Background: an optimization exercise with open tools, aiming at small area. Do not read the settings as production practice.
At most, simulation tests tie the RTL to the original design; equivalence was not proved.
Power figures rest on the tool's default switching activity, not on a simulated workload. No driver is modelled on the clock port, so clocking that relies on it looks cheaper here than on a real chip.

## old
==> flow/design.v (excerpt) <==
module dmxte (
    input  wire         clk,
    input  wire         rst,           
    input  wire         rx_valid,
    input  wire [7:0]   rx_byte,
    output reg          resp_valid,
    output wire [111:0] resp_packet,   
    output reg          line
);
    localparam N = 128;
    localparam [2:0] R_IDLE = 3'd0, R_CMD = 3'd1, R_LEN_LO = 3'd2,
                     R_LEN_HI = 3'd3, R_DATA = 3'd4, R_CHECKSUM = 3'd5;
    localparam [2:0] S_IDLE = 3'd0, S_BREAK = 3'd1, S_MAB = 3'd2,
                     S_DATA = 3'd3, S_DRAIN = 3'd4;
    localparam [2:0] C_OK = 3'd0, C_CSUM = 3'd1, C_CMD = 3'd2, C_LEN = 3'd3,
                     C_ERR = 3'd4, C_STATUS = 3'd5, C_TIMING = 3'd6;
    localparam [24:0] FPS_UNIT = 25'd100000;
    reg [5:0]   refresh_hz;
    reg [9:0]   break_us;
    reg [6:0]   mab_us;
    reg         enabled;
    reg [31:0]  fc_l;
    reg [13:0]  fps_l;
    reg         c_d, e_d, s_d;
    reg [2:0]   rstate;
    reg [2:0]   rx_cmd;          
    reg [7:0]   rx_xor;
    reg [10:0]  rx_rem;          
    reg [2:0]   rx_idx;          
    reg         len_lt2, len_ne6;
    reg [7:0]   p0;              
    reg [9:0]   p_brk;
    reg [6:0]   p_mab;
    reg         p_bad;           
    reg         range_err;       
    reg [7:0]   wp;              
    reg [2:0]   rcode;
    reg         commit_d, clr_d, fs_d, fs_d2;
    reg [2:0]   estate;
    reg [9:0]   phase_cnt;
    reg [7:0]   slot;            
    reg [3:0]   bitp;            
    reg [1:0]   sub;
    reg [19:0]  since;           
  ...
For scale: ~6300 cells after synthesis, about 130 I/O pins, about 120000 sq um of cells after synthesis.
Settings: LEC_CHECK=0, CAP_MARGIN=20, CORE_MARGIN=2, CORE_UTILIZATION=80, CTS_BUF_LIST=sky130_fd_sc_hd__clkbuf_16, CTS_CLUSTER_DIAMETER=100, CTS_CLUSTER_SIZE=30, PLACE_DENSITY=0.9, SLEW_MARGIN=20; clock period 1000.0 ns.
run.sh (not shown) runs the stock make flow with config.mk's settings and CLKGATE_MAP_FILE= SYNTH_SCRIPT=/design/flow/synth_recipe.tcl, a recipe that flattens the netlist after the stock synthesis.
old never completed; the flow aborted with a tool error in 5_1_grt.
The following lists how new was set up differently from old:
- CORE_UTILIZATION changed from 80 to 70
- CTS_CLUSTER_DIAMETER removed (was 100)
- CTS_CLUSTER_SIZE removed (was 30)
- CTS_BUF_LIST changed from sky130_fd_sc_hd__clkbuf_16 to sky130_fd_sc_hd__clkbuf_8
- PLACE_DENSITY changed from 0.9 to 0.8
==> comparison <==
new: all stages complete, timing, DRC and antenna checks passed. Buffer levels on the longest clock path was higher in new than in old. Relative to old, maximum level of the CTS H-tree has gone up in new. new against old: initial standard-cell utilization of the core has decreased, height of the die has increased. Going from old to new, floorplan row count went up about 6%; number of distinct library cells after synthesis held; final weighted congestion of routability-driven global placement went up 0.0085. Changes observed in new relative to old: overall die width now larger; HPWL reported at the end of detailed placement has decreased. new against old; CTS buffer count is up by more than 100%. Summary: with old as the reference, placed instance area in new moved up slightly.
No run of this note included a check of the RTL's function; only the layout flow was run.


== run 1 ==
dmxte, a different RTL version from the one above (not shown whole).
For scale: ~3300 flip-flops, roughly 130 I/O pins, roughly 120000 µm² of cells after synthesis.
==> flow/config.mk <==
export PLATFORM = sky130hd
export DESIGN_NAME = dmxte
export DESIGN_NICKNAME = dmxte
export VERILOG_FILES = /design/flow/design.v
export SDC_FILE = /design/flow/constraint.sdc
export NUM_CORES = 4
export LEC_CHECK = 0
export CAP_MARGIN = 20
export CORE_MARGIN = 2
export CORE_UTILIZATION = 65
export CTS_BUF_LIST = sky130_fd_sc_hd__clkbuf_16
export CTS_CLUSTER_DIAMETER = 100
export CTS_CLUSTER_SIZE = 30
export PLACE_DENSITY = 0.75
export SLEW_MARGIN = 20
==> flow/constraint.sdc <==
create_clock -name core_clock -period 1000.0 [get_ports {clk}]
set_input_delay 200.0000 -clock core_clock [delete_from_list [all_inputs] [get_ports {clk}]]
set_output_delay 200.0000 -clock core_clock [all_outputs]
set_load 0.01 [all_outputs]
standard.sh (not shown) runs the stock make flow with config.mk's settings and CLKGATE_MAP_FILE= SYNTH_SCRIPT=/design/flow/synth_recipe.tcl, a recipe that flattens the netlist after the stock synthesis.
==> flow/flow/run.sh <==
#!/bin/bash
# The standard layout (the standard.sh, standard synthesis unchanged), with three changes:
#  - clock tree synthesis adds no dummy loads (same clustering as config.mk);
#  - the port buffers are sky130_fd_sc_hd__buf_1 (the resizer may still upsize them);
#  - the resizer may resize a cell to one of another footprint (MATCH_CELL_FOOTPRINT=0), so it
#    can upsize a weak gate instead of adding a buffer after it.
# ORFS writes each step's full log under orfs/logs/; standard.log has make's own output.
set -euo pipefail
export CTS_ARGS="-sink_clustering_enable -repair_clock_nets -dont_use_dummy_load -buf_list sky130_fd_sc_hd__clkbuf_16 -sink_clustering_size 30 -sink_clustering_max_diameter 100"
export BUFFER_PORTS_ARGS="-buffer_cell sky130_fd_sc_hd__buf_1"
bash standard.sh MATCH_CELL_FOOTPRINT=0 finish > standard.log 2>&1
What run 2 does differently from run 1 at the input level:
==> flow/flow/run.sh <==
#!/bin/bash
# The standard layout (the standard.sh, standard synthesis unchanged), with two changes:
#  - clock tree synthesis adds no dummy loads (same clustering as config.mk);
#  - the port buffers are sky130_fd_sc_hd__buf_1 (the resizer may still upsize them).
# ORFS writes each step's full log under orfs/logs/; standard.log has make's own output.
set -euo pipefail
export CTS_ARGS="-sink_clustering_enable -repair_clock_nets -dont_use_dummy_load -buf_list sky130_fd_sc_hd__clkbuf_16 -sink_clustering_size 30 -sink_clustering_max_diameter 100"
export BUFFER_PORTS_ARGS="-buffer_cell sky130_fd_sc_hd__buf_1"
bash standard.sh > standard.log 2>&1
--- outcome ---
Part of the total power dissipated in sequential elements delta (run 2 -> run 1): insignificant. From run 2 to run 1, aggregate negative setup slack did not move at all. Comparing run 1 against run 2, there is no change at all in global routing usage on met3. As far as power after layout goes, run 2 and run 1 are indistinguishable; the numbers are identical. Run 1 -> run 2: number of endpoints with negative hold slack in the final report delta 0, exact match. Wire length of the first global-routing pass: run 2 vs run 1 identical. Run 1 -> run 2: routed wire length on met3 delta 0, exact match.
Modified inputs, run 3 compared to run 2
Settings: CTS_CLUSTER_SIZE now 24, was 30; CTS_CLUSTER_DIAMETER now 80, was 100.
==> flow/run.sh (new file) <==
#!/bin/bash
# synth_recipe.tcl (not shown) runs the flow's synth.tcl, then flattens the netlist and writes it again
# the make line also repeats each setting of config.mk as NAME=value (left out here)
make -C /OpenROAD-flow-scripts/flow DESIGN_CONFIG=/design/flow/config.mk WORK_HOME=/design/flow/orfs CLKGATE_MAP_FILE= SYNTH_SCRIPT=/design/flow/synth_recipe.tcl finish
removed: flow/flow/run.sh
removed: flow/standard.sh
### Flow results
Side by side, via count of the routed design turned out higher in run 3 than in run 2.
Clock latency at the later pin of the worst-skew pair (higher): run 3
Run 2 was smaller in final cell area than run 3.
Compared run 2 against run 3; fmax within noise.
Compare run 2 and run 3 | clock network fraction of total power lower: run 2
Run 3 vs run 2, total buffers and inverters traversed by the critical path went up by 1.
Measured slew at the worst slew-check pin: run 3 vs run 2 down 0.024 ns
Input changes introduced in run 4 (baseline for comparison: run 3):
Settings: changing CTS_CLUSTER_DIAMETER from 80 to 100; changing CTS_CLUSTER_SIZE from 24 to 30.
Notes after the runs:
In terms of routed metal-1 wirelength, run 3 and run 4 differ only marginally. ~same maximum frequency in run 3 and run 4. In the metrics for run 3 and run 4, the one carrying the higher number of global-route vias before repair is run 3. Run 4 vs run 3: global routing usage summed across all routing layers down. Worst hold slack of run 4 is on par with run 3. Run 4 | status: complete | timing, DRC, antenna: pass. On DRC violations left, run 4 tracks run 3 almost exactly.

-- separate check: timing with driven ports --
Ports are ideal in the flow. The routed layouts listed here were re-timed in OpenROAD. Step 1 (the two cells are an assumption about what drives the block):
set clk [get_ports {clk}]
set_driving_cell -lib_cell sky130_fd_sc_hd__clkbuf_16 $clk
set_driving_cell -lib_cell sky130_fd_sc_hd__buf_2 [delete_from_list [all_inputs] $clk]
Step 2 moves the port delays by t, midway between the first and last clock arrival at a register: inputs arrive t later, outputs are due t later. That takes back most of the time a late clock gives input paths. Three values: ideal, step 1, step 2; two values: the first two.
run	t (ns)	setup WS [ns]	worst setup path at the end	clock arrival spread, ns	slew at the worst register clock pin (ns)
new	1.178	793.788 / 793.820 / 792.642	input to register	0.149 / 0.150	0.09 / 0.09
run 1	0.907	793.539 / 793.591 / 792.684	input to register	0.080 / 0.080	0.12 / 0.12
run 2	0.907	793.539 / 793.591 / 792.684	input to register	0.080 / 0.080	0.12 / 0.12
run 3	0.953	793.251 / 793.304 / 792.351	input to register	0.068 / 0.068	0.10 / 0.10
run 4	0.926	793.168 / 793.216 / 792.290	input to register	0.046 / 0.046	0.12 / 0.12
After both steps setup and hold are still met in every run listed. The setup slack of new, which loses most, moves by +0.032 ns with the drivers and by -1.146 ns with both steps.
